Background: an optimization exercise with open tools, aiming at small area. Do not read the settings as production practice.
The RTL was checked by simulation tests, not by an equivalence proof against the original design.
In every run shown here, the design's own scripts or RTL, not TritonCTS, make the clock network.
No driver is modelled on the clock port, so clock power and skew are understated where the tree is cut down; a real chip needs a root buffer or a tree.
Power and IR drop assume default switching activity.

**flow/constraint.sdc**
```tcl
create_clock -name core_clock -period 16.0 [get_ports {clk}]
set_input_delay 3.2000 -clock core_clock [delete_from_list [all_inputs] [get_ports {clk}]]
set_output_delay 3.2000 -clock core_clock [all_outputs]
set_load 0.01 [all_outputs]
```
**flow/flow/mcts.tcl**
```tcl
# Clock buffering in place of TritonCTS: the clock port drives $K buffers of
# type $CLKBUF directly, each feeding one k-means cluster of the clock sinks.
set block [ord::get_db_block]
set clknet [$block findNet clk]
set master [[ord::get_db] findMaster $::env(CLKBUF)]
set K $::env(CLKBUF_K)
set sinks {}
foreach it [$clknet getITerms] {
  set bb [[$it getInst] getBBox]
  lappend sinks [list $it [expr {([$bb xMin] + [$bb xMax]) / 2.0}] [expr {([$bb yMin] + [$bb yMax]) / 2.0}]]
}
set n [llength $sinks]
# k-means, seeded with sinks spread over the list sorted by x+y
set sorted [lsort -real -index 1 $sinks]
set cx {}; set cy {}
for {set k 0} {$k < $K} {incr k} {
  set s [lindex $sorted [expr {int(($k + 0.5) * $n / $K)}]]
  lappend cx [lindex $s 1]; lappend cy [lindex $s 2]
}
for {set iter 0} {$iter < 50} {incr iter} {
  set asg {}
  foreach s $sinks {
    set best 0; set bd 1e30
    for {set k 0} {$k < $K} {incr k} {
      set d [expr {abs([lindex $s 1] - [lindex $cx $k]) + abs([lindex $s 2] - [lindex $cy $k])}]
      if {$d < $bd} { set bd $d; set best $k }
    }
    lappend asg $best
  }
  set nx {}; set ny {}
  for {set k 0} {$k < $K} {incr k} {
    set sx 0; set sy 0; set c 0
    foreach s $sinks a $asg { if {$a == $k} { set sx [expr {$sx + [lindex $s 1]}]; set sy [expr {$sy + [lindex $s 2]}]; incr c } }
    if {$c > 0} { lappend nx [expr {$sx / $c}]; lappend ny [expr {$sy / $c}] } else { lappend nx [lindex $cx $k]; lappend ny [lindex $cy $k] }
  }
  set cx $nx; set cy $ny
}
for {set k 0} {$k < $K} {incr k} {
  set buf [odb::dbInst_create $block $master clkbuf_m$k]
  set net [odb::dbNet_create $block clknet_m$k]
  $net setSigType CLOCK
  set c 0
  foreach s $sinks a $asg {
    if {$a == $k} { set it [lindex $s 0]; $it disconnect; $it connect $net; incr c }
  }
  [$buf findITerm A] connect $clknet
  [$buf findITerm X] connect $net
  $buf setLocation [expr {int([lindex $cx $k])}] [expr {int([lindex $cy $k])}]
  $buf setPlacementStatus PLACED
  puts "manual clock buffer clkbuf_m$k: $::env(CLKBUF) driving $c sinks"
}

# the buffers above are the clock tree: make cts.tcl's call a no-op
proc clock_tree_synthesis {args} {
  puts "clock_tree_synthesis skipped: clock buffered by flow/mcts.tcl"
}
```
**flow/config.mk**
```make
export PLATFORM = sky130hd
export DESIGN_NAME = qd_core
export DESIGN_NICKNAME = qd_core
export VERILOG_FILES = /design/flow/design.v
export SDC_FILE = /design/flow/constraint.sdc
export NUM_CORES = 4
export LEC_CHECK = 0
export CAP_MARGIN = 20
export CORE_MARGIN = 2
export CORE_UTILIZATION = 65
export SLEW_MARGIN = 20
```
**flow/standard.sh**
```bash
#!/bin/bash
# synth_recipe.tcl (not shown) runs the flow's synth.tcl, then flattens the netlist and writes it again
# the make line also repeats each setting of config.mk as NAME=value (left out here)
make -C /OpenROAD-flow-scripts/flow DESIGN_CONFIG=/design/flow/config.mk WORK_HOME=/design/flow/orfs CLKGATE_MAP_FILE= SYNTH_SCRIPT=/design/flow/synth_recipe.tcl "${@:-finish}"
```
**flow/design.v**
```verilog
module qd_core (
    input  wire        clk,
    input  wire        rst,             
    input  wire        req_valid,
    output wire        req_ready,
    input  wire [31:0] req_value,
    input  wire [31:0] req_cursor,
    input  wire [31:0] req_capacity,
    output wire        wr_valid,
    output wire [31:0] wr_addr,
    output wire [15:0] wr_data,
    output wire [1:0]  wr_be,
    output wire        rsp_valid,
    output wire [31:0] rsp_cursor,
    output wire [3:0]  rsp_len,
    output wire        rsp_status
);
    localparam [6:0] C_RSP  = 7'd69,
                     C_RST  = 7'd80;
    reg  [6:0]  cnt;
    reg  [38:0] r;        
    reg  [31:0] cur;      
    reg  [3:0]  len;      
    wire idle   = &cnt;
    wire dabble = (cnt[6:5] == 2'b00);
    wire rotate = ~cnt[6];
    wire accept = req_valid & idle & ~rst;
    wire fault  = (req_capacity < 32'd10);
    wire [4:0]  k = cnt[4:0];
    wire [8:0]  en_t = {k[4] & k[3] & k[2] & (k[1] | k[0]),   
                        k[4] & k[3] & (k[2] | k[1]),          
                        k[4] & (k[3] | (k[2] & k[1])),        
                        k[4] & (k[3] | k[2] | k[1]),          
                        k[4],                                 
                        k[4] | (k[3] & k[2]),                 
                        k[4] | k[3],                          
                        k[4] | k[3] | k[2],                   
                        1'b1};
    reg  [38:0] rc;
    integer j, b;
    reg  [3:0] d, o;
    reg        en, g;
    always @(*) begin
        rc = r;
        for (j = 0; j < 9; j = j + 1) begin
            for (b = 0; b < 4; b = b + 1) d[b] = r[(32 + 4*j + b) % 39];
            en = dabble & en_t[j];
            g  = en & (d[3] | (d[2] & (d[1] | d[0])));
            o[3] = d[3] | g;
            o[2] = d[2] ^ (g & (d[2] | d[0]));
            o[1] = d[1] ^ (g & ~d[0]);
            o[0] = d[0] ^ g;
            for (b = 0; b < 4; b = b + 1) rc[(32 + 4*j + b) % 39] = o[b];
        end
    end
    wire        first = (cnt == 7'd32);
    wire [3:0]  win   = {r[32] & ~first, r[31:29]};
    wire        slot  = (cnt[1:0] == 2'd0) && (cnt >= 7'd32) && (cnt <= 7'd68);
    wire        last  = (cnt == 7'd68);
    wire        emit  = slot && ((win != 4'd0) || (len != 4'd0) || last);
    assign wr_valid   = emit & ~rst;
    assign wr_addr    = cur;
    assign wr_data    = {4'h3, win, 4'h3, win};
    assign wr_be      = 2'b01;
    assign req_ready  = idle;
    assign rsp_valid  = (cnt == C_RSP) & ~rst;
    assign rsp_cursor = cur;
    assign rsp_len    = len;
    assign rsp_status = (len == 4'd0);
    reg  [32:0] cc;
    reg  [4:0]  lc;
    integer i;
    always @(*) begin
        cc[0] = emit;
        for (i = 0; i < 32; i = i + 1) cc[i+1] = cc[i] & cur[i];
        lc[0] = emit;
        for (i = 0; i < 4; i = i + 1) lc[i+1] = lc[i] & len[i];
    end
    always @(posedge clk) begin
        if (rst)
            cnt <= C_RST;
        else if (accept & fault)
            cnt <= C_RSP;
        else if (!idle || accept)
            cnt <= cnt + 7'd1;
        r   <= {rc[37:0], rc[38] & rotate} | ({39{accept}} & {7'd0, req_value});
        cur <= accept ? req_cursor : cur ^ cc[31:0];
        len <= accept ? 4'd0 : len ^ lc[3:0];
    end
endmodule
```
**flow/flow/run.sh**
```bash
#!/bin/bash
# The standard layout with two changes: the smallest buffer on each port, and
# a one-level clock tree (flow/mcts.tcl, run as ORFS's PRE_CTS hook) of
# $CLKBUF_K buffers driven by the clock port, in place of TritonCTS's tree.
# standard.sh's output goes to standard.log; ORFS's step logs to orfs/logs.
set -euo pipefail
export BUFFER_PORTS_ARGS="-buffer_cell sky130_fd_sc_hd__buf_1"
export CLKBUF=sky130_fd_sc_hd__clkbuf_16
export CLKBUF_K=4
export PRE_CTS_TCL="$(pwd)/flow/mcts.tcl"
bash standard.sh > standard.log 2>&1
```
==> flow_summary.json, run 1 <==
{
  "coreArea_um2": 6277,
  "start_util_pct": 66.16,
  "yosysWarnings": 1,
  "die_h_um": 83.93,
  "clkLatencyLatePin_ns": 0.16,
  "grt_overflow_total": 0,
  "grt_pass1_wl_um": 12730,
  "gp_congestion": 0.8329,
  "via_per_inst": 5.216,
  "p_leak_nw": 2.099,
  "reg2reg_depth": 36,
  "ys.flop_type": "dfxtp_1",
  "syn_area_per_cell_um2": 9.983,
  "dieArea_um2": 7044,
  "wl_per_cell_um": 12.66,
  "yosys.area.top_type": "dfxtp_1",
  "layout_setup_ws_ns": 8.323,
  "io_pins": 189,
  "min_period_ns": 7.677,
  "vias": 3239,
  "end_kind": "register",
  "status": "complete, no violations",
  "port_buffers": 177,
  "first_iter_violations": 131,
  "critPathMaxStageDelay_ns": 0.48,
  "vdd_drop_max_uv": 88.67,
  "ys_ff_latch": 82,
  "holdWs_ns": 0.3947,
  "skew_ns": 0.02496,
  "hold_start": "r[31]",
  "cts.repair.resized": 0,
  "synthTopCellsByArea": "dfxtp_1 40%, ha_1 14%, buf_4 8.9%",
  "fin_setup_tns_ns": 0,
  "synth.cell_area_um2": 4153,
  "cts_hold_buffers": 0,
  "antenna_left": 0,
  "antenna_found_initial": 0,
  "setup_viol": 0,
  "die_w_um": 83.93,
  "dp_slack_ns": 8.273,
  "r2r-start": "cnt[2]",
  "p_per_area_nw_per_um2": 73.31,
  "grt_max_degree": 50,
  "syn_inst": 416,
  "nets": 691,
  "hold_viol": 0,
  "synth-edff-count": 0,
  "holdPathStages": 0,
  "criticalPathCategory": "reg2reg",
  "path_common_cell": "ha_1",
  "rows": 29,
  "drv_cap": 0,
  "fmax_mhz": 130.3,
  "ys_seq_area_share_pct": 39.53,
  "drv_slew": 0,
  "wl_um": 7861,
  "drive_gt1_share_pct": 2.390,
  "finalCritPeriodShare_pct": 47.98,
  "slew-limit-headroom_pct": 31.69,
  "async_flop_share_pct": 0,
  "cp-start-kind": "register",
  "grt_pass1_vias": 2891,
  "ff2ff_setup_slack_ns": 8.32,
  "clk_pin_slew_ns": 0.09,
  "timing.rr.end": "cur[30]",
  "drt_first_pass_iters": 4,
  "hold_end": "r[32]",
  "grt_use_total_pct": 21.15,
  "dp_hpwl_um": 6261,
  "crit_fanout": 13,
  "area_delta_synth_final_pct": 11.54,
  "cp_slowest_cell": "or3_1",
  "worstPathRequired_ns": 16.04,
  "worst_pin_slew_ns": 1.024,
  "hold_class": "reg2reg",
  "synth_cell_types": 45,
  "totalPowerFinal_mw": 0.3396,
  "rsz0062_at_grt": "false",
  "diodes": 0,
  "worst_ep_arrival_time_ns": 7.71,
  "synth_top_area_share_pct": 39.53,
  "drc": 0,
  "post-cts-setup-buffers": 0
}
-- layer usage --
metal  wire (um)  vias up  track usage (%)  share of wire (%)
li1            -     1642                -                  -
met1        3284     1476            27.16                 42
met2        3963      118            39.42                 50
met3         582        3            2.770                7.4
met4          30        0            1.466               0.38
met5           0        -                0                  0
-- logic make-up (layout without fill, tap and decap cells) --
kind of cell / after synthesis / in the layout / synth area share [%]
AO/OA/AOI/OAI: 55 / 55 / 10.33
XOR/XNOR: 13 / 13 / 2.742
adder cells (fa/ha/maj): 46 / 46 / 13.86
buffers and inverters: 85 / 205 / 12.32
flip-flops: 82 / 82 / 39.53
multiplexers: 34 / 34 / 9.160
other: 2 / 10 / 0.1808
AND/OR/NAND/NOR: 99 / 99 / 11.87
-- worst max-delay path, delay by kind of cell (launching register included) --
kind	cells	cell delay, ns
adder cells (fa/ha/maj)	31	5.73
multiplexers	1	0.27
AO/OA/AOI/OAI	3	0.65
AND/OR/NAND/NOR	1	0.48
flip-flops	1	0.44
-- synth_stat cells (2+ instances only) --
cell and number:
buf_4 49, xnor2_1 10, xor2_1 3, a221o_1 6, a21oi_1 6, dfxtp_1 82
mux2i_1 2, conb_1 2, nand3_1 6, ha_1 46, nand2_1 38, o21a_1 2
nor4_1 10, clkbuf_1 6, o21ai_1 5, mux2_1 32, a211oi_2 3, a21o_1 2
nor2b_1 10, o21ai_0 12, inv_1 23, and4_1 2, or3_1 3, nand4_1 2
nor2_1 15, nor3_1 6, buf_2 7, a211o_1 8, a211oi_1 2
-- worst max-delay path by stage --
stage,cells past startpoint,startpoint,to
2_1_floorplan,37,cnt[2],cur[30]
3_3_place_gp,36,cnt[2],cur[30]
3_5_place_dp,36,cnt[2],cur[30]
4_1_cts,36,cnt[2],cur[30]
5_1_grt,36,cnt[2],cur[30]
6_report,36,cnt[2],cur[30]
-- cell usage in the layout (no fill, tap or decap), types with 8 or more instances in the layout --
cell,instances
inv_1,23
o21ai_0,12
nor2_1,15
a211o_1,8
nor2b_1,10
nor4_1,10
conb_1,10
xnor2_1,10
dfxtp_1,82
mux2_1,32
nand2_1,38
buf_1,177
ha_1,46
-- flip-flops by register name (all words and copies together) (netlist names) --
| signal | count |
|---|---|
| r | 39 |
| cur | 32 |
| cnt | 7 |
| len | 4 |
-- stage by stage --
step,cells,utilization (%),instance area (um^2)
after detailed placement,617,72.19,4532
after floorplan,424,-,4183
final,621,73.79,4632
after global routing,621,73.79,4632
after CTS,621,73.79,4632
after global placement,617,72.19,4532
-- area by class of cell --
class                      count  area [um^2]
inverter                      23        86.33
tap                           77        96.34
sequential                    82         1642
multi-input combinational    257         2036
fill                         522         1645
buffer                         4        100.1
timing repair buffer         178        671.9
-- where the power goes --
group / total, mW / switching, mW / internal [mW]
combinational: 0.0291 / 0.0158 / 0.0133
clock: 0.0965 / 0.0510 / 0.0455
sequential: 0.214 / 0.00520 / 0.209
total: 0.340 / 0.0720 / 0.268
==> run 2, diff against run 1 <==
--- a/flow/flow/run.sh
+++ b/flow/flow/run.sh
@@ -6,6 +6,6 @@
 set -euo pipefail
 export BUFFER_PORTS_ARGS="-buffer_cell sky130_fd_sc_hd__buf_1"
 export CLKBUF=sky130_fd_sc_hd__clkbuf_16
-export CLKBUF_K=4
+export CLKBUF_K=3
 export PRE_CTS_TCL="$(pwd)/flow/mcts.tcl"
 bash standard.sh > standard.log 2>&1
--- a/flow/flow/mcts.tcl
+++ b/flow/flow/mcts.tcl
@@ -1,5 +1,9 @@
 # Clock buffering in place of TritonCTS: the clock port drives $K buffers of
 # type $CLKBUF directly, each feeding one k-means cluster of the clock sinks.
+# first size every cell down as far as the (large) timing slack allows
+estimate_parasitics -placement
+repair_timing -recover_power 100
+
 set block [ord::get_db_block]
 set clknet [$block findNet clk]
 set master [[ord::get_db] findMaster $::env(CLKBUF)]
==> flow_summary.json, run 2 <==
{
  "worst_pin_slew_ns": 0.6953,
  "path_common_cell": "ha_1",
  "final_common_cell": "buf_1",
  "synth_compound_area_share_pct": 10.33,
  "coreArea_um2": 6277,
  "critPathMaxStageDelay_ns": 0.48,
  "layout_common_cells": "176 x buf_1, 82 x dfxtp_1, 46 x ha_1",
  "rsz0062_at_grt": "false",
  "synth-edff-count": 0,
  "p_sw_share_pct": 21.82,
  "drv_slew": 0,
  "seq_area_um2": 1642,
  "grt_pass1_vias": 2882,
  "grt_overflow_total": 0,
  "synth_common_cells": "82 x dfxtp_1, 49 x buf_4, 46 x ha_1",
  "synth_most_common_cell": "dfxtp_1",
  "holdWs_ns": 0.4045,
  "switchingPower_mw": 0.07168,
  "rows": 29,
  "grt_max_degree": 50,
  "top_register": "r",
  "async_flop_share_pct": 0,
  "p_leak_nw": 2.091,
  "clock_power_share_pct": 26.0,
  "yosysWarnings": 1,
  "synthXorXnorAreaFrac_pct": 2.742,
  "worstPathRequired_ns": 16.04,
  "crit_fanout": 13,
  "hold_class": "reg2reg",
  "setup_viol": 0,
  "first_iter_violations": 95,
  "vdd_drop_max_uv": 79.65,
  "gp_congestion": 0.8329,
  "wl_um": 7869,
  "drive_gt1_share_pct": 2.747,
  "largest_reg_flops": 39,
  "finalCritPeriodShare_pct": 48.36,
  "port_buffers": 177,
  "io_pins": 189,
  "via_per_inst": 5.157,
  "diodes": 0,
  "fin_setup_tns_ns": 0,
  "post-cts-setup-buffers": 0,
  "synth_top_family_by_area": "adder cells",
  "fmax_mhz": 129.2,
  "syn_area_per_cell_um2": 9.983,
  "power_frac_seq_pct": 65.2,
  "vias": 3213,
  "die_h_um": 83.93,
  "clk_pin_slew_ns": 0.12,
  "hold_viol": 0,
  "min_period_ns": 7.738,
  "ys_ff_latch": 82,
  "dieArea_um2": 7044,
  "area_delta_synth_final_pct": 11.57,
  "dpl.cell_count": 617,
  "grt_use_total_pct": 21.15,
  "start_util_pct": 66.16,
  "wl_per_cell_um": 12.63,
  "p_int_mw": 0.2568,
  "antenna_found_initial": 0,
  "cts.repair.resized": 0,
  "fin_cells": 623,
  "status": "complete, no violations",
  "synth_cell_types": 45,
  "reg_top3": "r: 39 flops, cur: 32 flops, cnt: 7 flops",
  "cts_hold_buffers": 0,
  "slew-limit-headroom_pct": 53.53,
  "cp_slowest_cell": "or3_1",
  "dp_hpwl_um": 6261,
  "ys_seq_area_share_pct": 39.53,
  "synth_fa_ha_area_share_pct": 13.86,
  "worst_ep_arrival_time_ns": 7.78,
  "die_w_um": 83.93,
  "p_comb_share_pct": 8.8,
  "skew_ns": 0.03447,
  "synth_top_area_share_pct": 39.53,
  "synthMuxAreaShare_pct": 9.159,
  "synth.cell_area_um2": 4153,
  "p_per_area_nw_per_um2": 70.89,
  "criticalPathCategory": "reg2reg",
  "drt_first_pass_iters": 4,
  "clkLatencyLatePin_ns": 0.18,
  "synthSimpleGateAreaFrac_pct": 11.87,
  "synthTopCellsByArea": "dfxtp_1 40%, ha_1 14%, buf_4 8.9%",
  "drc": 0,
  "ys.flop_type": "dfxtp_1",
  "yosys.area.top_type": "dfxtp_1",
  "syn_inst": 416,
  "antenna_left": 0,
  "grt_pass1_wl_um": 12700,
  "cp-start-kind": "register",
  "n_fill_cell": 521,
  "multi_input_area_um2": 2029,
  "nets": 693,
  "drv_cap": 0,
  "end_kind": "register"
}
-- run 2: cell counts after synthesis --
No cell type changed its count.
-- run 2: power by group through the flow --
stage               clock network (mW)  logic, mW  registers, mW
floorplan                            0     0.0189          0.219
global placement                     0     0.0284          0.218
detailed placement                   0     0.0293          0.219
CTS                             0.0650     0.0293          0.219
global route                    0.0942     0.0327          0.215
finish                          0.0854     0.0290          0.214
-- run 2: cells by family after synthesis --
group | count (synthesis)
DFF | 82
muxes | 34
adders and majority gates | 46
xor gates and xnor gates | 13
buffers and inverters | 85
and+or+nand+nor | 99
other | 2
AOI/OAI and AO/OA | 55
-- run 2: layout make-up --
| type | count | share of cell area, % |
|---|---|---|
| inverter | 23 | 1.863 |
| sequential | 82 | 35.43 |
| buffer | 3 | 1.620 |
| tap | 77 | 2.079 |
| timing repair buffer | 181 | 15.20 |
| multi-input combinational | 257 | 43.80 |
-- run 2: layer usage --
layer  vias up  track usage (%)  wire (um)
met4         0            2.053         36
met3         3            2.077        615
met1      1449            27.67       3307
met2       123            39.05       3911
met5         -                0          0
li1       1638                -          -
-- run 2: path summary, 6_finish.rpt --
path / endpoint / cells after the start / slack, ns / from
max reg2reg: cur[30] / 36 / 8.26 / cnt[2]
min reg2reg: r[32] / 0 / 0.40 / r[31]
max: cur[30] / 36 / 8.26 / cnt[2]
min: r[32] / 0 / 0.40 / r[31]
-- run 2: worst max-delay path, delay by kind of cell (launching register included) --
| kind | cells | cell delay (ns) |
|---|---|---|
| adders and majority gates | 31 | 5.72 |
| DFF | 1 | 0.47 |
| muxes | 1 | 0.27 |
| and+or+nand+nor | 1 | 0.48 |
| AOI/OAI and AO/OA | 3 | 0.65 |
-- run 2: per-stage QoR --
step	utilization [%]	cell area [um^2]	total power, mW	worst slack, ns
global route	73.81	4633	0.3418	7.825
finish	73.81	4633	0.3284	8.262
detailed placement	72.19	4532	0.2481	8.273
global placement	72.19	4532	0.2469	8.403
CTS	73.15	4592	0.3131	7.753
floorplan	-	4183	0.2378	8.680
==> run 3, diff against run 2 <==
--- a/flow/flow/run.sh
+++ b/flow/flow/run.sh
@@ -6,6 +6,6 @@
 set -euo pipefail
 export BUFFER_PORTS_ARGS="-buffer_cell sky130_fd_sc_hd__buf_1"
 export CLKBUF=sky130_fd_sc_hd__clkbuf_16
-export CLKBUF_K=3
+export CLKBUF_K=4
 export PRE_CTS_TCL="$(pwd)/flow/mcts.tcl"
 bash standard.sh > standard.log 2>&1
==> flow_summary.json, run 3 <==
{
  "hold_viol": 0,
  "yosysWarnings": 1,
  "first_iter_violations": 109,
  "syn_inst": 416,
  "wl_per_cell_um": 12.71,
  "drc": 0,
  "drv_cap": 0,
  "hold_start": "r[31]",
  "worstPathRequired_ns": 16.04,
  "syn_area_per_cell_um2": 9.983,
  "clkLatencyLatePin_ns": 0.16,
  "crit_family": "adder cells",
  "yosys.area.top_type": "dfxtp_1",
  "setup_viol": 0,
  "port_buffers": 177,
  "gp_congestion": 0.8329,
  "synth_common_cells": "82 x dfxtp_1, 49 x buf_4, 46 x ha_1",
  "skew_ns": 0.02419,
  "hold_class": "reg2reg",
  "reg2reg_depth": 36,
  "grt_max_degree": 50,
  "via_per_inst": 5.205,
  "critPathMaxStageDelay_ns": 0.48,
  "start_util_pct": 66.16,
  "p_per_area_nw_per_um2": 72.92,
  "synth.cell_area_um2": 4153,
  "synthTopCellsByArea": "dfxtp_1 40%, ha_1 14%, buf_4 8.9%",
  "nets": 694,
  "finalCritPeriodShare_pct": 48.00,
  "synth_most_common_cell": "dfxtp_1",
  "ys_seq_area_share_pct": 39.53,
  "dp_slack_ns": 8.273,
  "cts_hold_buffers": 0,
  "coreArea_um2": 6277,
  "rsz0062_at_grt": "false",
  "rows": 29,
  "cp-start-kind": "register",
  "min_period_ns": 7.679,
  "holdPathStages": 0,
  "timing.rr.end": "cur[30]",
  "top_register": "r",
  "layout_common_cells": "176 x buf_1, 82 x dfxtp_1, 46 x ha_1",
  "synth_top_area_share_pct": 39.53,
  "cp_slowest_cell": "or3_1",
  "die_w_um": 83.93,
  "synth_cell_types": 45,
  "drv_slew": 0,
  "slew-limit-headroom_pct": 53.18,
  "clk_pin_slew_ns": 0.09,
  "ys.flop_type": "dfxtp_1",
  "r2r-start": "cnt[2]",
  "drt_first_pass_iters": 4,
  "drive_gt1_share_pct": 2.925,
  "area_delta_synth_final_pct": 12.17,
  "n_fill_cell": 513,
  "path_common_cell": "ha_1",
  "holdWs_ns": 0.3974,
  "worst_pin_slew_ns": 0.7005,
  "path_buf_inv": 0,
  "grt_pass1_vias": 2895,
  "fin_setup_tns_ns": 0,
  "diodes": 0,
  "end_kind": "register",
  "grt_pass1_wl_um": 12770,
  "antenna_left": 0,
  "final_common_cell": "buf_1",
  "dp_hpwl_um": 6261,
  "ys_ff_latch": 82,
  "largest_reg_flops": 39,
  "crit_fanout": 13,
  "worst_ep_arrival_time_ns": 7.72,
  "dieArea_um2": 7044,
  "io_pins": 189,
  "vdd_drop_max_uv": 88.23,
  "status": "complete, no violations",
  "criticalPathCategory": "reg2reg",
  "post-cts-setup-buffers": 0,
  "grt_overflow_total": 0,
  "wl_um": 7933,
  "ff2ff_setup_slack_ns": 8.32,
  "antenna_found_initial": 0,
  "async_flop_share_pct": 0,
  "die_h_um": 83.93,
  "cts.repair.resized": 0,
  "fmax_mhz": 130.2,
  "synth-edff-count": 0,
  "layout_setup_ws_ns": 8.321,
  "reg_top3": "r: 39 flops, cur: 32 flops, cnt: 7 flops",
  "p_leak_nw": 2.104,
  "grt_use_total_pct": 21.23,
  "vias": 3248,
  "hold_end": "r[32]"
}
[run 3: metrics by stage]
stage                     area [um^2]  total power [mW]  instances  utilization, %
after floorplan                  4183            0.2378        424               -
after global routing             4658            0.3533        624           74.21
after global placement           4532            0.2469        617           72.19
final                            4658            0.3397        624           74.21
after detailed placement         4532            0.2481        617           72.19
after CTS                        4617            0.3240        621           73.55
[run 3: metal layers]
metal  part of all wire [%]  track usage [%]
met5                      0                0
met4                   0.38            1.466
met3                    7.9            2.770
met2                     50            39.56
met1                     41            27.28
[run 3: worst max path at each step]
stage                      start       to  slack (ns)  cells past startpoint
after floorplan           cnt[2]  cur[30]        8.68                     37
after global placement    cnt[2]  cur[30]        8.40                     36
after detailed placement  cnt[2]  cur[30]        8.27                     36
after CTS                    rst  cur[19]        7.77                      5
after global routing      cnt[2]  cur[30]        7.92                     36
final                     cnt[2]  cur[30]        8.32                     36
[run 3: layout make-up]
class | count | area (um^2) | area share [%]
Multi-Input combinational cell | 257 | 2029 | 43.57
Sequential cell | 82 | 1642 | 35.24
Timing Repair Buffer | 181 | 704.4 | 15.12
Buffer | 4 | 100.1 | 2.149
Tap cell | 77 | 96.34 | 2.068
Inverter | 23 | 86.33 | 1.853
[run 3: kinds of logic after synthesis]
logic type,synth area share [%]
simple gates,11.87
buf+inv,12.32
flops,39.53
compound gates,10.33
fa+ha+maj,13.86
mux,9.160
xor+xnor,2.742
other cells,0.1808
[run 3: power by group]
group | switching [mW] | total [mW] | internal (mW)
logic | 0.0158 | 0.0291 | 0.0132
registers | 0.00517 | 0.214 | 0.209
clock network | 0.0512 | 0.0967 | 0.0455
==> run 4, diff against run 3 <==
--- a/flow/flow/run.sh
+++ b/flow/flow/run.sh
@@ -7,5 +7,6 @@
 export BUFFER_PORTS_ARGS="-buffer_cell sky130_fd_sc_hd__buf_1"
 export CLKBUF=sky130_fd_sc_hd__clkbuf_16
 export CLKBUF_K=4
+export DOWNSIZE_MAX_FANOUT=6
 export PRE_CTS_TCL="$(pwd)/flow/mcts.tcl"
 bash standard.sh > standard.log 2>&1
--- a/flow/flow/mcts.tcl
+++ b/flow/flow/mcts.tcl
@@ -1,10 +1,31 @@
 # Clock buffering in place of TritonCTS: the clock port drives $K buffers of
 # type $CLKBUF directly, each feeding one k-means cluster of the clock sinks.
-# first size every cell down as far as the (large) timing slack allows
-estimate_parasitics -placement
-repair_timing -recover_power 100
+set block [ord::get_db_block]
 
-set block [ord::get_db_block]
+# Synthesis upsizes some logic cells; with a 16 ns clock, any cell that
+# drives few pins can be its smallest size (detailed_placement after this
+# hook legalizes the changed widths).
+set db [ord::get_db]
+set nsw 0
+foreach inst [$block getInsts] {
+  set name [[$inst getMaster] getName]
+  if {![regexp {^(sky130_fd_sc_hd__[a-z0-9]+)_([0-9]+)$} $name -> base drv]} continue
+  if {$drv < 2 || [string match "*buf*" $base] || [string match "*inv*" $base]} continue
+  set fo -1
+  foreach it [$inst getITerms] {
+    if {[$it isOutputSignal] && [$it getNet] ne "NULL"} {
+      set net [$it getNet]
+      set fo [expr {[llength [$net getITerms]] + [llength [$net getBTerms]] - 1}]
+    }
+  }
+  if {$fo < 0 || $fo > $::env(DOWNSIZE_MAX_FANOUT)} continue
+  foreach d {1 0} {
+    set nm [$db findMaster ${base}_$d]
+    if {$nm ne "NULL"} { $inst swapMaster $nm; incr nsw; break }
+  }
+}
+puts "downsized $nsw cells"
+
 set clknet [$block findNet clk]
 set master [[ord::get_db] findMaster $::env(CLKBUF)]
 set K $::env(CLKBUF_K)
==> flow_summary.json, run 4 <==
{
  "synth.cell_area_um2": 4153,
  "slew-limit-headroom_pct": 32.29,
  "syn_inst": 416,
  "p_leak_nw": 2.106,
  "gp_congestion": 0.8329,
  "hold_class": "reg2reg",
  "layout_setup_ws_ns": 8.324,
  "largest_reg_flops": 39,
  "clkLatencyLatePin_ns": 0.16,
  "top_register": "r",
  "p_per_area_nw_per_um2": 73.93,
  "reg_top3": "r: 39 flops, cur: 32 flops, cnt: 7 flops",
  "dp_slack_ns": 8.273,
  "synth_cell_types": 45,
  "drc": 0,
  "fmax_mhz": 130.3,
  "ys_ff_latch": 82,
  "start_util_pct": 66.16,
  "post-cts-setup-buffers": 0,
  "dieArea_um2": 7044,
  "worst_pin_slew_ns": 1.015,
  "antenna_left": 0,
  "end_kind": "register",
  "async_flop_share_pct": 0,
  "wl_um": 7894,
  "yosys.area.top_type": "dfxtp_1",
  "grt_pass1_wl_um": 12700,
  "coreArea_um2": 6277,
  "via_per_inst": 5.176,
  "syn_area_per_cell_um2": 9.983,
  "dp_hpwl_um": 6261,
  "first_iter_violations": 127,
  "setup_viol": 0,
  "ys.flop_type": "dfxtp_1",
  "synth_top_family_by_area": "adder cells",
  "finalCritPeriodShare_pct": 47.97,
  "n_fill_cell": 529,
  "drive_gt1_share_pct": 1.103,
  "cts_hold_buffers": 0,
  "final_common_cell": "buf_1",
  "ys_seq_area_share_pct": 39.53,
  "cts.repair.resized": 0,
  "synthTopCellsByArea": "dfxtp_1 40%, ha_1 14%, buf_4 8.9%",
  "synthMuxAreaShare_pct": 9.159,
  "skew_ns": 0.02507,
  "grt_use_total_pct": 21.09,
  "cp-start-kind": "register",
  "rsz0062_at_grt": "false",
  "clk_pin_slew_ns": 0.09,
  "busiest_layer": "met2",
  "grt_pass1_vias": 2896,
  "cp_slowest_cell": "or3_1",
  "grt_util_met2_pct": 39.27,
  "synthSimpleGateAreaFrac_pct": 11.87,
  "antenna_found_initial": 0,
  "synth_top_area_share_pct": 39.53,
  "drv_slew": 0,
  "drt_first_pass_iters": 4,
  "worstPathRequired_ns": 16.04,
  "synth_common_cells": "82 x dfxtp_1, 49 x buf_4, 46 x ha_1",
  "hold_viol": 0,
  "vias": 3214,
  "synth_fa_ha_area_share_pct": 13.86,
  "synth_most_common_cell": "dfxtp_1",
  "port_buffers": 177,
  "crit_fanout": 13,
  "diodes": 0,
  "die_h_um": 83.93,
  "io_pins": 189,
  "grt_max_degree": 50,
  "nets": 691,
  "yosysWarnings": 1,
  "path_common_cell": "ha_1",
  "fin_setup_tns_ns": 0,
  "grt_overflow_total": 0,
  "synth-edff-count": 0,
  "use_met1_pct": 27.10,
  "status": "complete, no violations",
  "worst_ep_arrival_time_ns": 7.71,
  "rows": 29,
  "synth_compound_area_share_pct": 10.33,
  "min_period_ns": 7.676,
  "vdd_drop_max_uv": 88.34,
  "die_w_um": 83.93,
  "synthXorXnorAreaFrac_pct": 2.742,
  "criticalPathCategory": "reg2reg",
  "met3_usage_pct": 2.770,
  "wl_per_cell_um": 12.71,
  "critPathMaxStageDelay_ns": 0.47,
  "layout_common_cells": "177 x buf_1, 82 x dfxtp_1, 46 x ha_1",
  "drv_cap": 0,
  "area_delta_synth_final_pct": 10.58
}
-- run 4: cell count changes in the layout (fill, tap and decap cells not counted), sizes merged --
| cell | change |
|---|---|
| buf | -2 |
| clkbuf | -1 |
-- run 4: area by class of cell --
| class | count | area [um^2] | area share, % |
|---|---|---|---|
| Timing Repair Buffer | 178 | 671.9 | 14.63 |
| Tap cell | 77 | 96.34 | 2.098 |
| Buffer | 4 | 100.1 | 2.180 |
| Sequential cell | 82 | 1642 | 35.75 |
| Inverter | 23 | 86.33 | 1.880 |
| Multi-Input combinational cell | 257 | 1996 | 43.46 |
-- run 4: per-stage QoR --
stage | total power, mW | instances | util (%) | hold WS, ns | cell area, um^2
finish | 0.3395 | 621 | 73.15 | 0.3959 | 4592
global route | 0.3530 | 621 | 73.15 | 0.4054 | 4592
CTS | 0.3237 | 621 | 73.15 | 0.3837 | 4592
detailed placement | 0.2481 | 617 | 72.19 | 0.3830 | 4532
global placement | 0.2469 | 617 | 72.19 | 0.3799 | 4532
floorplan | 0.2378 | 424 | - | 0.3641 | 4183
-- run 4: logic make-up (layout without fill, tap and decap cells) --
group,after synthesis,count (layout)
buffers and inverters,85,205
and+or+nand+nor,99,99
adders and majority gates,46,46
xor gates and xnor gates,13,13
DFF,82,82
AOI/OAI and AO/OA,55,55
muxes,34,34
other,2,10
-- run 4: path summary, 6_finish.rpt --
path / depth (start not counted) / endpoint / start / slack [ns]
worst max-delay path: 36 / cur[30] / cnt[2] / 8.32
worst min-delay path: 0 / r[32] / r[31] / 0.40
worst max register to register: 36 / cur[30] / cnt[2] / 8.32
worst min register to register: 0 / r[32] / r[31] / 0.40
-- run 4: critical path, delay by kind of cell, from the launching register on --
family	cells	cell delay (ns)
multiplexers	1	0.27
AO/OA/AOI/OAI	3	0.66
flip-flops	1	0.44
adder cells (fa/ha/maj)	31	5.74
AND/OR/NAND/NOR	1	0.47
-- run 4: power by group --
part           internal, mW  switching, mW
Clock                0.0455         0.0513
Sequential            0.209        0.00519
Combinational        0.0133         0.0155
Total                 0.268         0.0720
-- run 4: layer usage --
layer  wire length, um  vias up
li1                  -     1638
met1              3310     1449
met2              3977      124
met3               575        3
met4                30        0
met5                 0        -
==> run 5, diff against run 4 <==
--- a/flow/flow/run.sh
+++ b/flow/flow/run.sh
@@ -8,5 +8,6 @@
 export CLKBUF=sky130_fd_sc_hd__clkbuf_16
 export CLKBUF_K=4
 export DOWNSIZE_MAX_FANOUT=6
+export SKIP_REPAIR_TIE_FANOUT=1
 export PRE_CTS_TCL="$(pwd)/flow/mcts.tcl"
 bash standard.sh > standard.log 2>&1
==> flow_summary.json, run 5 <==
{
  "coreArea_um2": 6277,
  "worst_pin_slew_ns": 0.7661,
  "antenna_found_initial": 0,
  "reg_top3": "r: 39 flops, cur: 32 flops, cnt: 7 flops",
  "p_per_area_nw_per_um2": 73.84,
  "dpl.cell_count": 609,
  "switchingPower_mw": 0.07022,
  "p_leak_nw": 2.086,
  "setup_viol": 0,
  "synth.cell_area_um2": 4153,
  "port_buffers": 177,
  "criticalPathCategory": "reg2reg",
  "start_util_pct": 66.16,
  "critPathMaxStageDelay_ns": 0.46,
  "end_kind": "register",
  "antenna_left": 0,
  "top_layer": "met4",
  "yosys.area.top_type": "dfxtp_1",
  "synth_top_area_share_pct": 39.53,
  "worstPathRequired_ns": 16.05,
  "grt_pass1_wl_um": 12750,
  "die_h_um": 83.93,
  "vdd_drop_max_uv": 78.23,
  "crit_fanout": 13,
  "fin_setup_tns_ns": 0,
  "layout_setup_ws_ns": 8.291,
  "cts_hold_buffers": 0,
  "drc": 0,
  "finalCritPeriodShare_pct": 48.18,
  "synth_common_cells": "82 x dfxtp_1, 49 x buf_4, 46 x ha_1",
  "die_w_um": 83.93,
  "area_delta_synth_final_pct": 10.12,
  "dr_wl_met3_um": 433,
  "rsz0062_at_grt": "false",
  "ff2ff_setup_slack_ns": 8.29,
  "worst_ep_arrival_time_ns": 7.76,
  "grt_use_total_pct": 21.26,
  "drt_first_pass_iters": 4,
  "p_sw_share_pct": 20.79,
  "via_per_inst": 5.158,
  "io_pins": 189,
  "syn_area_per_cell_um2": 9.983,
  "synthTopCellsByArea": "dfxtp_1 40%, ha_1 14%, buf_4 8.9%",
  "clk_pin_slew_ns": 0.09,
  "synth_cell_types": 45,
  "dieArea_um2": 7044,
  "hold_class": "reg2reg",
  "gp_congestion": 0.8644,
  "dp_slack_ns": 8.251,
  "clock_power_share_pct": 28.1,
  "p_int_mw": 0.2675,
  "power_frac_seq_pct": 63.4,
  "synth_most_common_cell": "dfxtp_1",
  "wl_per_cell_um": 12.75,
  "cts.repair.resized": 0,
  "fin_cells": 614,
  "grt_overflow_total": 0,
  "slew-limit-headroom_pct": 48.80,
  "min_period_ns": 7.709,
  "dp_hpwl_um": 6260,
  "cp_slowest_cell": "or3_1",
  "grt_max_degree": 48,
  "rows": 29,
  "syn_inst": 416,
  "drv_cap": 0,
  "wl_um": 7826,
  "top_register": "r",
  "largest_reg_flops": 39,
  "status": "complete, no violations",
  "synth-edff-count": 0,
  "ys_seq_area_share_pct": 39.53,
  "skew_ns": 0.02971,
  "cp-start-kind": "register",
  "final_common_cell": "buf_1",
  "first_iter_violations": 74,
  "nets": 684,
  "diodes": 0,
  "ys_ff_latch": 82,
  "drive_gt1_share_pct": 1.304,
  "yosysWarnings": 1,
  "drv_slew": 0,
  "post-cts-setup-buffers": 0,
  "drt-met1-wl_um": 3453,
  "path_common_cell": "ha_1",
  "clkLatencyLatePin_ns": 0.15,
  "vias": 3167,
  "layout_common_cells": "177 x buf_1, 82 x dfxtp_1, 46 x ha_1",
  "async_flop_share_pct": 0,
  "grt_pass1_vias": 2933,
  "p_comb_share_pct": 8.5,
  "fmax_mhz": 129.7,
  "wl_met2_um": 3900,
  "ys.flop_type": "dfxtp_1",
  "hold_viol": 0
}
run 5: cell count changes in the layout (fill, tap and decap cells not counted), sizes merged:
cell and delta:
conb -8, buf +1
run 5: critical path: cells and delay by family (launching register included):
family / cells / cell delay, ns
DFF: 1 / 0.44
adders and majority gates: 31 / 5.80
muxes: 1 / 0.27
and+or+nand+nor: 1 / 0.46
AOI/OAI and AO/OA: 3 / 0.65
run 5: cell families (layout without fill, tap and decap cells):
family,after synthesis,count (layout),synth area share [%]
DFF,82,82,39.53
and+or+nand+nor,99,99,11.87
AOI/OAI and AO/OA,55,55,10.33
other,2,2,0.1808
adders and majority gates,46,46,13.86
xor gates and xnor gates,13,13,2.742
buffers and inverters,85,206,12.32
muxes,34,34,9.160
run 5: layout make-up:
type	instances	area, um^2
Multi-Input combinational cell	249	1966
Fill cell	523	1704
Tap cell	77	96.34
Timing Repair Buffer	179	683.2
Inverter	23	86.33
Buffer	4	100.1
Sequential cell	82	1642
run 5: stage by stage:
stage / util (%) / cell area, um^2 / total power, mW / hold WS, ns
floorplan: - / 4153 / 0.2378 / 0.3641
global placement: 71.72 / 4502 / 0.2468 / 0.3811
detailed placement: 71.72 / 4502 / 0.2483 / 0.3825
CTS: 72.67 / 4562 / 0.3238 / 0.3832
global route: 72.85 / 4573 / 0.3520 / 0.4039
finish: 72.85 / 4573 / 0.3377 / 0.3939
run 5: power by group through the flow:
stage,combinational (mW),sequential (mW),clock [mW]
2_1_floorplan,0.0189,0.219,0
3_3_place_gp,0.0283,0.218,0
5_1_grt,0.0326,0.215,0.105
4_1_cts,0.0291,0.219,0.0757
6_report,0.0288,0.214,0.0949
3_5_place_dp,0.0293,0.219,0
run 5: routing by layer:
layer	global-route usage, %	vias to the layer above
li1	-	1634
met1	27.69	1427
met2	40.00	101
met3	1.879	5
met4	1.173	0
met5	0	-
run 5: final timing paths:
check,cells past startpoint,from,endpoint
setup reg to reg,36,cnt[2],cur[30]
setup / recovery,36,cnt[2],cur[30]
hold / removal,0,r[31],r[32]
hold reg to reg,0,r[31],r[32]
==> run 6, diff against run 5 <==
--- a/flow/flow/mcts.tcl
+++ b/flow/flow/mcts.tcl
@@ -19,10 +19,12 @@
     }
   }
   if {$fo < 0 || $fo > $::env(DOWNSIZE_MAX_FANOUT)} continue
-  foreach d {1 0} {
+  set best NULL
+  foreach d {0 1} {
     set nm [$db findMaster ${base}_$d]
-    if {$nm ne "NULL"} { $inst swapMaster $nm; incr nsw; break }
+    if {$nm ne "NULL" && ($best eq "NULL" || [$nm getWidth] < [$best getWidth])} { set best $nm }
   }
+  if {$best ne "NULL"} { $inst swapMaster $best; incr nsw }
 }
 puts "downsized $nsw cells"
 
--- a/flow/config.mk
+++ b/flow/config.mk
@@ -5,7 +5,7 @@
 export SDC_FILE = /design/flow/constraint.sdc
 export NUM_CORES = 4
 export LEC_CHECK = 0
-export CAP_MARGIN = 20
+export CAP_MARGIN = 0
 export CORE_MARGIN = 2
 export CORE_UTILIZATION = 65
-export SLEW_MARGIN = 20
+export SLEW_MARGIN = 0
==> flow_summary.json, run 6 <==
{
  "status": "complete, no violations",
  "grt_overflow_total": 0,
  "synth_cell_types": 45,
  "clkLatencyLatePin_ns": 0.15,
  "drv_cap": 0,
  "syn_inst": 416,
  "multi_input_area_um2": 1963,
  "cp_slowest_cell": "or3_1",
  "antenna_found_initial": 0,
  "vdd_drop_max_uv": 77.81,
  "cp-start-kind": "register",
  "cts.repair.resized": 0,
  "holdPathStages": 0,
  "via_per_inst": 5.241,
  "grt_max_degree": 48,
  "reg_top3": "r: 39 flops, cur: 32 flops, cnt: 7 flops",
  "antenna_left": 0,
  "power_frac_seq_pct": 63.3,
  "io_pins": 189,
  "drt_first_pass_iters": 4,
  "first_iter_violations": 79,
  "drive_gt1_share_pct": 1.119,
  "top_register": "r",
  "dp_slack_ns": 8.251,
  "hold_viol": 0,
  "worst_ep_arrival_time_ns": 7.76,
  "die_w_um": 83.93,
  "min_period_ns": 7.716,
  "switchingPower_mw": 0.07060,
  "p_sw_share_pct": 20.88,
  "syn_area_per_cell_um2": 9.983,
  "cts_hold_buffers": 0,
  "layout_setup_ws_ns": 8.284,
  "drv_slew": 0,
  "synthTopCellsByArea": "dfxtp_1 40%, ha_1 14%, buf_4 8.9%",
  "largest_reg_flops": 39,
  "synth.cell_area_um2": 4153,
  "synth_top_area_share_pct": 39.53,
  "ys_ff_latch": 82,
  "synth-edff-count": 0,
  "wl_um": 7859,
  "post-cts-setup-buffers": 0,
  "grt_pass1_wl_um": 12740,
  "rows": 29,
  "p_leak_nw": 2.080,
  "port_buffers": 177,
  "p_per_area_nw_per_um2": 74.15,
  "grt_pass1_vias": 2928,
  "rsz0062_at_grt": "false",
  "slew-limit-headroom_pct": 23.41,
  "crit_fanout": 13,
  "p_int_mw": 0.2675,
  "stdcell_area_um2": 4559,
  "dp_hpwl_um": 6260,
  "critPathMaxStageDelay_ns": 0.46,
  "die_h_um": 83.93,
  "path_common_cell": "ha_1",
  "ys_seq_area_share_pct": 39.53,
  "finalCritPeriodShare_pct": 48.23,
  "grt_use_total_pct": 21.26,
  "async_flop_share_pct": 0,
  "utilization_pct": 72.63,
  "skew_ns": 0.02838,
  "final_common_cell": "buf_1",
  "coreArea_um2": 6277,
  "totalPowerFinal_mw": 0.3381,
  "n_fill_cell": 523,
  "worst_pin_slew_ns": 1.148,
  "end_kind": "register",
  "start_util_pct": 66.16,
  "ys.flop_type": "dfxtp_1",
  "gp_congestion": 0.8644,
  "drc": 0,
  "worstPathRequired_ns": 16.05,
  "clk_pin_slew_ns": 0.09,
  "dieArea_um2": 7044,
  "p_comb_share_pct": 8.5,
  "yosysWarnings": 1,
  "hold_class": "reg2reg",
  "vias": 3213,
  "synth_common_cells": "82 x dfxtp_1, 49 x buf_4, 46 x ha_1",
  "placedInstanceArea_um2": 4502,
  "area_delta_synth_final_pct": 9.792,
  "synth_most_common_cell": "dfxtp_1",
  "yosys.area.top_type": "dfxtp_1",
  "fmax_mhz": 129.6,
  "clock_power_share_pct": 28.2,
  "seq_area_um2": 1642,
  "nets": 683,
  "fin_setup_tns_ns": 0,
  "setup_viol": 0,
  "criticalPathCategory": "reg2reg",
  "wl_per_cell_um": 12.82,
  "reg2reg_depth": 36,
  "diodes": 0,
  "layout_common_cells": "177 x buf_1, 82 x dfxtp_1, 46 x ha_1"
}
[run 6: cell counts after synthesis]
No cell type changed its count.
[run 6: per-stage QoR]
step / hold WS (ns) / instances
after floorplan: 0.3641 / 416
after detailed placement: 0.3825 / 609
after global routing: 0.4039 / 613
after global placement: 0.3811 / 609
after CTS: 0.3832 / 613
final: 0.3961 / 613
[run 6: cells by family after synthesis]
logic type,count (synthesis),share of synthesized area (%)
and+or+nand+nor,99,11.87
buffers and inverters,85,12.32
DFF,82,39.53
AOI/OAI and AO/OA,55,10.33
adders and majority gates,46,13.86
muxes,34,9.160
xor gates and xnor gates,13,2.742
other,2,0.1808
[run 6: final cells by class]
cell class / instances / area share [%]
timing repair buffer: 178 / 14.74
buffer: 4 / 2.195
inverter: 23 / 1.894
multi-input combinational: 249 / 43.06
sequential: 82 / 36.00
tap: 77 / 2.113
[run 6: worst paths after layout]
| check | from | to | slack, ns |
|---|---|---|---|
| worst max-delay path | cnt[2] | cur[30] | 8.28 |
| worst max register to register | cnt[2] | cur[30] | 8.28 |
| worst min register to register | r[31] | r[32] | 0.40 |
| worst min-delay path | r[31] | r[32] | 0.40 |
[run 6: critical path: cells and delay by family (launching register included)]
| kind | cells | cell delay (ns) |
|---|---|---|
| mux | 1 | 0.27 |
| fa+ha+maj | 31 | 5.80 |
| flops | 1 | 0.44 |
| simple gates | 1 | 0.46 |
| compound gates | 3 | 0.65 |
[run 6: metal layers]
layer  share of wire (%)  GRT usage [%]  up-vias
met5                   0              0        -
met4                0.52          1.173        0
met3                 7.1          1.879        7
met2                  50          39.93      127
met1                  43          27.75     1443
li1                    -              -     1636
[run 6: power by group through the flow]
stage	Clock, mW	Combinational (mW)	Sequential (mW)
6_report	0.0953	0.0288	0.214
5_1_grt	0.105	0.0325	0.215
4_1_cts	0.0757	0.0291	0.219
3_5_place_dp	0	0.0293	0.219
3_3_place_gp	0	0.0283	0.218
2_1_floorplan	0	0.0189	0.219
==> run 7, diff against run 6 <==
--- a/flow/design.v
+++ b/flow/design.v
@@ -60,7 +60,7 @@
     wire        emit  = slot && ((win != 4'd0) || (len != 4'd0) || last);
     assign wr_valid   = emit & ~rst;
     assign wr_addr    = cur;
-    assign wr_data    = {4'h3, win, 4'h3, win};
+    assign wr_data    = {8'h30, 4'h3, win};    
     assign wr_be      = 2'b01;
     assign req_ready  = idle;
     assign rsp_valid  = (cnt == C_RSP) & ~rst;
==> flow_summary.json, run 7 <==
{
  "ff2ff_setup_slack_ns": 8.46,
  "criticalPathCategory": "reg2reg",
  "drv_slew": 0,
  "start_util_pct": 66.16,
  "wl_um": 7586,
  "post-cts-setup-buffers": 0,
  "top_register": "r",
  "area_delta_synth_final_pct": 9.431,
  "wl_per_cell_um": 12.46,
  "end_kind": "register",
  "diodes": 0,
  "hold_viol": 0,
  "layout_setup_ws_ns": 8.460,
  "setup_viol": 0,
  "clkLatencyLatePin_ns": 0.16,
  "holdPathStages": 0,
  "cp-start-kind": "register",
  "seq_area_um2": 1642,
  "die_w_um": 83.93,
  "min_period_ns": 7.540,
  "p_per_area_nw_per_um2": 74.56,
  "grt_pass1_wl_um": 12870,
  "drv_cap": 0,
  "syn_area_per_cell_um2": 9.983,
  "ys_ff_latch": 82,
  "async_flop_share_pct": 0,
  "hold_class": "reg2reg",
  "vias": 3174,
  "path_buf_inv": 0,
  "reg2reg_depth": 36,
  "p_leak_nw": 2.075,
  "clk_pin_slew_ns": 0.10,
  "grt_use_total_pct": 21.07,
  "antenna_left": 0,
  "cp_slowest_cell": "or3_1",
  "finalCritPeriodShare_pct": 47.13,
  "n_fill_cell": 530,
  "grt_pass1_vias": 3074,
  "drive_gt1_share_pct": 1.128,
  "cp.depth": 36,
  "rsz0062_at_grt": "false",
  "synth_top_area_share_pct": 39.53,
  "final_common_cell": "buf_1",
  "synth.cell_area_um2": 4153,
  "worstPathRequired_ns": 16.06,
  "synth_common_cells": "82 x dfxtp_1, 49 x buf_4, 46 x ha_1",
  "worst_pin_slew_ns": 1.075,
  "path_common_cell": "ha_1",
  "drc": 0,
  "crit_fanout": 13,
  "yosysWarnings": 1,
  "first_iter_violations": 56,
  "largest_reg_flops": 39,
  "dieArea_um2": 7044,
  "via_per_inst": 5.212,
  "io_pins": 189,
  "synth-edff-count": 0,
  "rows": 29,
  "coreArea_um2": 6277,
  "port_buffers": 173,
  "syn_inst": 416,
  "critPathMaxStageDelay_ns": 0.47,
  "status": "complete, no violations",
  "multi_input_area_um2": 1963,
  "cts.repair.resized": 0,
  "vdd_drop_max_uv": 66.34,
  "grt_max_degree": 62,
  "synth_most_common_cell": "dfxtp_1",
  "gp_congestion": 0.8780,
  "ys_seq_area_share_pct": 39.53,
  "cts_hold_buffers": 0,
  "die_h_um": 83.93,
  "slew-limit-headroom_pct": 26.49,
  "skew_ns": 0.02557,
  "drt_first_pass_iters": 4,
  "nets": 679,
  "reg_top3": "r: 39 flops, cur: 32 flops, cnt: 7 flops",
  "fmax_mhz": 132.6,
  "synth_cell_types": 45,
  "worst_ep_arrival_time_ns": 7.60,
  "fin_setup_tns_ns": 0,
  "dp_hpwl_um": 5987,
  "synthTopCellsByArea": "dfxtp_1 40%, ha_1 14%, buf_4 8.9%",
  "dp_slack_ns": 8.381,
  "grt_overflow_total": 0,
  "antenna_found_initial": 0,
  "layout_common_cells": "173 x buf_1, 82 x dfxtp_1, 46 x ha_1",
  "yosys.area.top_type": "dfxtp_1",
  "crit_family": "adder cells",
  "ys.flop_type": "dfxtp_1"
}
## run 7: cell types whose count changed in the layout (fill, tap and decap cells not counted)
cell and change:
buf_1 -4
## run 7: cell families after synthesis
group	Yosys count	synth area share, %
adders and majority gates	46	13.86
muxes	34	9.160
AOI/OAI and AO/OA	55	10.33
and+or+nand+nor	99	11.87
buffers and inverters	85	12.32
xor gates and xnor gates	13	2.742
other	2	0.1808
DFF	82	39.53
## run 7: through the flow
stage | instances | cell area (um^2) | utilization, % | hold slack (ns) | power (mW)
floorplan | 416 | 4153 | - | 0.3510 | 0.2390
global placement | 605 | 4487 | 71.48 | 0.3686 | 0.2474
detailed placement | 605 | 4487 | 71.48 | 0.3716 | 0.2483
CTS | 609 | 4544 | 72.39 | 0.3723 | 0.3239
global route | 609 | 4544 | 72.39 | 0.3872 | 0.3528
finish | 609 | 4544 | 72.39 | 0.3803 | 0.3388
## run 7: report_power, final
part / total [mW] / internal (mW) / switching, mW / leakage, nW
Clock: 0.0960 / 0.0455 / 0.0505 / 0.0493
Sequential: 0.214 / 0.209 / 0.00524 / 0.667
Combinational: 0.0288 / 0.0132 / 0.0156 / 1.36
## run 7: path summary, 6_finish.rpt
kind,start,end
setup / recovery,cnt[2],cur[30]
hold / removal,r[31],r[32]
setup reg to reg,cnt[2],cur[30]
hold reg to reg,r[31],r[32]
## run 7: cell type report
cell class,instances,area share [%]
Sequential cell,82,36.12
Multi-Input combinational cell,249,43.20
Inverter,23,1.900
Timing Repair Buffer,174,14.45
Tap cell,77,2.120
Buffer,4,2.203
## run 7: worst register-to-register path: cells and delay by family (launching register included)
family	cells	cell delay [ns]
fa+ha+maj	31	5.67
compound gates	3	0.60
simple gates	1	0.47
flops	1	0.45
mux	1	0.27
## run 7: metal layers
metal	share of wire, %	wire, um	vias to the layer above	global-route usage, %
met3	6.5	495	5	2.572
li1	-	-	1620	-
met2	50	3759	98	40.00
met1	43	3277	1451	26.75
met4	0.71	54	0	1.026
met5	0	0	-	0
==> run 8, diff against run 7 <==
--- a/flow/flow/run.sh
+++ b/flow/flow/run.sh
@@ -6,7 +6,7 @@
 set -euo pipefail
 export BUFFER_PORTS_ARGS="-buffer_cell sky130_fd_sc_hd__buf_1"
 export CLKBUF=sky130_fd_sc_hd__clkbuf_16
-export CLKBUF_K=4
+export CLKBUF_K=3
 export DOWNSIZE_MAX_FANOUT=6
 export SKIP_REPAIR_TIE_FANOUT=1
 export PRE_CTS_TCL="$(pwd)/flow/mcts.tcl"
--- a/flow/config.mk
+++ b/flow/config.mk
@@ -7,5 +7,5 @@
 export LEC_CHECK = 0
 export CAP_MARGIN = 0
 export CORE_MARGIN = 2
-export CORE_UTILIZATION = 65
+export CORE_UTILIZATION = 80
 export SLEW_MARGIN = 0
==> flow_summary.json, run 8 <==
{
  "wl_per_cell_um": 15.51,
  "skew_ns": 0.01496,
  "start_util_pct": 82.36,
  "synthMuxAreaShare_pct": 9.159,
  "clk_pin_slew_ns": 0.11,
  "diodes": 0,
  "nets": 678,
  "antenna_found_initial": 0,
  "p_leak_nw": 2.063,
  "synth_top_family_by_area": "adder cells",
  "fin_setup_tns_ns": 0,
  "setup_viol": 0,
  "slew-limit-headroom_pct": 29.45,
  "finalCritPeriodShare_pct": 48.84,
  "synth_compound_area_share_pct": 10.33,
  "crit_end": "cur[30]",
  "critPathMaxStageDelay_ns": 0.48,
  "drv_slew": 0,
  "seq_area_um2": 1642,
  "end_kind": "register",
  "first_iter_violations": 196,
  "synthXorXnorAreaFrac_pct": 2.742,
  "hold_class": "reg2reg",
  "yosysWarnings": 1,
  "largest_reg_flops": 39,
  "ff2ff_setup_slack_ns": 8.19,
  "drive_gt1_share_pct": 0.9416,
  "dieArea_um2": 5784,
  "ys_ff_latch": 82,
  "vias": 3363,
  "rsz0062_at_grt": "false",
  "syn_area_per_cell_um2": 9.983,
  "rows": 26,
  "worst_ep_arrival_time_ns": 7.86,
  "fmax_mhz": 128.0,
  "async_flop_share_pct": 0,
  "path_common_cell": "ha_1",
  "timing.rr.end": "cur[30]",
  "area_delta_synth_final_pct": 8.617,
  "coreArea_um2": 5042,
  "grt_max_degree": 50,
  "worst_pin_slew_ns": 1.032,
  "hold_viol": 0,
  "final_common_cell": "buf_1",
  "die_h_um": 76.05,
  "synthTopCellsByArea": "dfxtp_1 40%, ha_1 14%, buf_4 8.9%",
  "dp_hpwl_um": 7270,
  "top_register": "r",
  "clkLatencyLatePin_ns": 0.17,
  "worstPathRequired_ns": 16.05,
  "synth_top_area_share_pct": 39.53,
  "via_per_inst": 5.596,
  "yosys.area.top_type": "dfxtp_1",
  "io_pins": 189,
  "antenna_left": 0,
  "grt_use_total_pct": 30.83,
  "synth.cell_area_um2": 4153,
  "post-cts-setup-buffers": 0,
  "criticalPathCategory": "reg2reg",
  "cp-startpoint": "cnt[2]",
  "cp_slowest_cell": "or3_1",
  "synth_most_common_cell": "dfxtp_1",
  "synth_cell_types": 45,
  "grt_pass1_wl_um": 14820,
  "layout_setup_ws_ns": 8.185,
  "multi_input_area_um2": 1963,
  "vdd_drop_max_uv": 64.35,
  "drc": 0,
  "reg2reg_depth": 36,
  "drv_cap": 0,
  "cts_hold_buffers": 0,
  "cp-start-kind": "register",
  "n_fill_cell": 265,
  "wl_um": 9321,
  "ys_seq_area_share_pct": 39.53,
  "synth-edff-count": 0,
  "holdWs_ns": 0.3878,
  "crit_fanout": 13,
  "cts.repair.resized": 0,
  "reg_top3": "r: 39 flops, cur: 32 flops, cnt: 7 flops",
  "port_buffers": 173,
  "grt_overflow_total": 0,
  "min_period_ns": 7.815,
  "dp_slack_ns": 8.255,
  "grt_pass1_vias": 3302,
  "layout_common_cells": "173 x buf_1, 82 x dfxtp_1, 46 x ha_1",
  "synth_fa_ha_area_share_pct": 13.86,
  "status": "complete, no violations",
  "synthSimpleGateAreaFrac_pct": 11.87,
  "gp_congestion": 0.8497,
  "syn_inst": 416,
  "p_per_area_nw_per_um2": 73.17,
  "synth_common_cells": "82 x dfxtp_1, 49 x buf_4, 46 x ha_1",
  "ys.flop_type": "dfxtp_1",
  "die_w_um": 76.05,
  "drt_first_pass_iters": 4,
  "r2r-start": "cnt[2]"
}
run 8: through the flow:
stage / util (%) / power (mW) / area (um^2) / std cells
6_report: 89.45 / 0.3300 / 4511 / 601
4_1_cts: 89.45 / 0.3144 / 4511 / 601
3_5_place_dp: 88.81 / 0.2492 / 4478 / 598
5_1_grt: 89.45 / 0.3409 / 4511 / 601
3_3_place_gp: 88.81 / 0.2470 / 4478 / 598
2_1_floorplan: - / 0.2390 / 4153 / 416
run 8: final cells by class:
class                      instances  share of cell area [%]
tap                               70                   1.942
sequential                        82                   36.39
multi-input combinational        249                   43.52
buffer                             3                   1.664
inverter                          23                   1.914
timing repair buffer             174                   14.56
run 8: kinds of logic (layout without fill, tap and decap cells):
kind of cell             after synthesis  count (layout)
other                                  2               2
XOR/XNOR                              13              13
buffers and inverters                 85             200
flip-flops                            82              82
adder cells (fa/ha/maj)               46              46
AO/OA/AOI/OAI                         55              55
AND/OR/NAND/NOR                       99              99
multiplexers                          34              34
run 8: critical path: cells and delay by family (launching register included):
family | cells | cell delay [ns]
adder cells (fa/ha/maj) | 31 | 5.83
AO/OA/AOI/OAI | 3 | 0.63
AND/OR/NAND/NOR | 1 | 0.48
flip-flops | 1 | 0.47
multiplexers | 1 | 0.28
run 8: where the power goes:
group	internal (mW)	switching [mW]
Combinational	0.0134	0.0172
Clock	0.0347	0.0505
Sequential	0.209	0.00549
run 8: layer usage:
metal | GRT usage (%) | share of wire, % | up-vias
li1 | - | - | 1620
met1 | 33.93 | 37 | 1564
met2 | 61.96 | 54 | 152
met3 | 3.436 | 5.7 | 27
met4 | 8.364 | 2.7 | 0
met5 | 0 | 0 | -
run 8: worst min-delay path by stage:
stage | start | slack, ns | end | depth (start not counted)
2_1_floorplan | r[31] | 0.35 | r[32] | 0
3_3_place_gp | r[31] | 0.36 | r[32] | 0
3_5_place_dp | r[31] | 0.36 | r[32] | 0
4_1_cts | r[31] | 0.36 | r[32] | 0
5_1_grt | r[31] | 0.39 | r[32] | 0
6_report | r[31] | 0.39 | r[32] | 0
==> run 9, diff against run 8 <==
--- a/flow/design.v
+++ b/flow/design.v
@@ -60,7 +60,7 @@
     wire        emit  = slot && ((win != 4'd0) || (len != 4'd0) || last);
     assign wr_valid   = emit & ~rst;
     assign wr_addr    = cur;
-    assign wr_data    = {8'h30, 4'h3, win};    
+    assign wr_data    = {4'h3, win, 4'h3, win};
     assign wr_be      = 2'b01;
     assign req_ready  = idle;
     assign rsp_valid  = (cnt == C_RSP) & ~rst;
==> flow_summary.json, run 9 <==
{
  "dp_hpwl_um": 7061,
  "synthXorXnorAreaFrac_pct": 2.742,
  "async_flop_share_pct": 0,
  "timing.rr.end": "cur[30]",
  "synth.cell_area_um2": 4153,
  "die_w_um": 76.05,
  "drt_first_pass_iters": 4,
  "cts_hold_buffers": 0,
  "nets": 682,
  "cts.repair.resized": 0,
  "post-cts-setup-buffers": 0,
  "port_buffers": 177,
  "synth-edff-count": 0,
  "n_fill_cell": 253,
  "end_kind": "register",
  "synth_top_area_share_pct": 39.53,
  "cp-start-kind": "register",
  "layout_common_cells": "177 x buf_1, 82 x dfxtp_1, 46 x ha_1",
  "synth_most_common_cell": "dfxtp_1",
  "hold_start": "r[31]",
  "critPathMaxStageDelay_ns": 0.49,
  "largest_reg_flops": 39,
  "finalCritPeriodShare_pct": 48.69,
  "utilization_pct": 89.75,
  "io_pins": 189,
  "clock_power_share_pct": 25.9,
  "wl_per_cell_um": 15.19,
  "slew-limit-headroom_pct": 28.13,
  "fin_cells": 605,
  "met3_usage_pct": 2.962,
  "p_leak_nw": 2.067,
  "status": "complete, no violations",
  "synthMuxAreaShare_pct": 9.159,
  "hold_viol": 0,
  "grt_pass1_wl_um": 14570,
  "clkLatencyLatePin_ns": 0.17,
  "setup_viol": 0,
  "r2r-start": "cnt[2]",
  "yosys.area.top_type": "dfxtp_1",
  "grt_max_degree": 57,
  "power_frac_seq_pct": 65.0,
  "start_util_pct": 82.36,
  "dieArea_um2": 5784,
  "crit_fanout": 13,
  "drive_gt1_share_pct": 0.9346,
  "ys.flop_type": "dfxtp_1",
  "reg_top3": "r: 39 flops, cur: 32 flops, cnt: 7 flops",
  "synth_common_cells": "82 x dfxtp_1, 49 x buf_4, 46 x ha_1",
  "hold_class": "reg2reg",
  "antenna_left": 0,
  "hold_end": "r[32]",
  "skew_ns": 0.01889,
  "grt_pass1_vias": 3389,
  "ff2ff_setup_slack_ns": 8.21,
  "holdPathStages": 0,
  "rsz0062_at_grt": "false",
  "path_common_cell": "ha_1",
  "ys_seq_area_share_pct": 39.53,
  "worst_pin_slew_ns": 1.051,
  "drv_cap": 0,
  "p_int_mw": 0.2569,
  "min_period_ns": 7.791,
  "grt_overflow_total": 0,
  "criticalPathCategory": "reg2reg",
  "fmax_mhz": 128.4,
  "worst_ep_arrival_time_ns": 7.84,
  "p_comb_share_pct": 9.1,
  "syn_area_per_cell_um2": 9.983,
  "vias": 3405,
  "switchingPower_mw": 0.07314,
  "synth_top_family_by_area": "adder cells",
  "dpl.cell_count": 602,
  "fin_setup_tns_ns": 0,
  "p_sw_share_pct": 22.16,
  "drc": 0,
  "clk_pin_slew_ns": 0.11,
  "grt_use_total_pct": 29.92,
  "coreArea_um2": 5042,
  "cp_slowest_cell": "or3_1",
  "gp_congestion": 0.8427,
  "reg2reg_depth": 36,
  "synthTopCellsByArea": "dfxtp_1 40%, ha_1 14%, buf_4 8.9%",
  "use_met1_pct": 33.64,
  "rows": 26,
  "first_iter_violations": 172,
  "syn_inst": 416,
  "synth_compound_area_share_pct": 10.33,
  "via_per_inst": 5.628,
  "vdd_drop_max_uv": 83.54,
  "final_common_cell": "buf_1",
  "area_delta_synth_final_pct": 8.979,
  "worstPathRequired_ns": 16.05,
  "wl_um": 9188,
  "die_h_um": 76.05,
  "busiest_layer": "met2",
  "p_per_area_nw_per_um2": 72.93,
  "diodes": 0,
  "top_register": "r",
  "drv_slew": 0,
  "yosysWarnings": 1,
  "ys_ff_latch": 82,
  "synth_cell_types": 45,
  "grt_util_met2_pct": 58.93,
  "synth_fa_ha_area_share_pct": 13.86,
  "synthSimpleGateAreaFrac_pct": 11.87,
  "antenna_found_initial": 0
}
==> run 9: cell counts after synthesis <==
Identical to the previous run, type by type.
==> run 9: power groups by stage <==
| stage | clock, mW | sequential, mW | combinational (mW) |
|---|---|---|---|
| global route | 0.0915 | 0.215 | 0.0331 |
| finish | 0.0855 | 0.214 | 0.0302 |
| CTS | 0.0650 | 0.219 | 0.0301 |
| global placement | 0 | 0.218 | 0.0281 |
| floorplan | 0 | 0.219 | 0.0189 |
| detailed placement | 0 | 0.219 | 0.0301 |
==> run 9: worst max-delay path, delay by kind of cell (launching register included) <==
| family | cells | cell delay (ns) |
|---|---|---|
| compound gates | 3 | 0.68 |
| mux | 1 | 0.28 |
| fa+ha+maj | 31 | 5.78 |
| simple gates | 1 | 0.49 |
| flops | 1 | 0.46 |
==> run 9: worst max-delay path by stage <==
| stage | from | end | slack, ns | depth (start not counted) |
|---|---|---|---|---|
| floorplan | cnt[2] | cur[30] | 8.68 | 37 |
| global placement | cnt[2] | cur[30] | 8.47 | 36 |
| detailed placement | cnt[2] | cur[30] | 8.28 | 36 |
| CTS | cnt[2] | cur[30] | 8.22 | 36 |
| global route | cnt[2] | cur[30] | 7.83 | 36 |
| finish | cnt[2] | cur[30] | 8.21 | 36 |
==> run 9: layer usage <==
| layer | vias to the layer above | share of wire, % |
|---|---|---|
| li1 | 1623 | - |
| met1 | 1584 | 37 |
| met2 | 169 | 53 |
| met3 | 29 | 6.6 |
| met4 | 0 | 3.4 |
| met5 | - | 0 |
==> run 9: cell type report <==
cell class | instances | area, um^2 | share of cell area, %
plain buffers | 3 | 75.07 | 1.659
inverters | 23 | 86.33 | 1.908
multi-input cells | 249 | 1963 | 43.38
flip-flops and latches | 82 | 1642 | 36.27
well taps | 70 | 87.58 | 1.935
repair buffers | 178 | 671.9 | 14.85
==> run 9: logic make-up after synthesis <==
kind of cell,count (synthesis)
xor+xnor,13
compound gates,55
simple gates,99
buf+inv,85
other cells,2
flops,82
fa+ha+maj,46
mux,34
==> run 9: through the flow <==
step	hold slack, ns	area, um^2	power (mW)	setup WS (ns)
final	0.3948	4526	0.3300	8.209
after global routing	0.4050	4526	0.3397	7.826
after CTS	0.3813	4526	0.3140	8.216
after detailed placement	0.3805	4493	0.2489	8.278
after global placement	0.3701	4493	0.2464	8.469
after floorplan	0.3641	4153	0.2378	8.680

-- separate check: timing with driven ports --
The results above use ideal ports. As a check the final layouts listed here were re-extracted and re-timed, cells and wires unchanged. Step 1, drivers: a clkbuf_16 drives clk and a buf_2 each remaining input, both assumed. Step 2, shift: input delay + t, output delay - t, t = (earliest + latest rising clock arrival at the registers) / 2. This alone moves slack from input paths to output paths. a / b / c = no drivers / after step 1 / after step 2; a / b = the first two.
| run | shift t [ns] | setup slack, ns | worst setup path at the end | worst register clock-pin slew, ns | cell pins on the clock port's net |
|---|---|---|---|---|---|
| run 1 | 0.216 | 8.323 / 8.323 / 8.323 | register to register | 0.09 / 0.09 | 4 |
| run 2 | 0.232 | 8.262 / 8.262 / 8.262 | register to register | 0.12 / 0.12 | 3 |
| run 3 | 0.215 | 8.321 / 8.320 / 8.320 | register to register | 0.09 / 0.09 | 4 |
| run 4 | 0.216 | 8.324 / 8.324 / 8.324 | register to register | 0.09 / 0.09 | 4 |
| run 5 | 0.212 | 8.291 / 8.291 / 8.291 | register to register | 0.09 / 0.09 | 4 |
| run 6 | 0.213 | 8.284 / 8.284 / 8.284 | register to register | 0.09 / 0.09 | 4 |
| run 7 | 0.217 | 8.460 / 8.460 / 8.460 | register to register | 0.10 / 0.10 | 4 |
| run 8 | 0.218 | 8.185 / 8.185 / 8.185 | register to register | 0.11 / 0.11 | 3 |
| run 9 | 0.225 | 8.209 / 8.209 / 8.209 | register to register | 0.11 / 0.11 | 3 |
After both steps setup and hold are still met in every run listed. For run 3, which loses most, drivers alone change the setup slack by -0.001 ns; drivers and shift together by -0.001 ns.
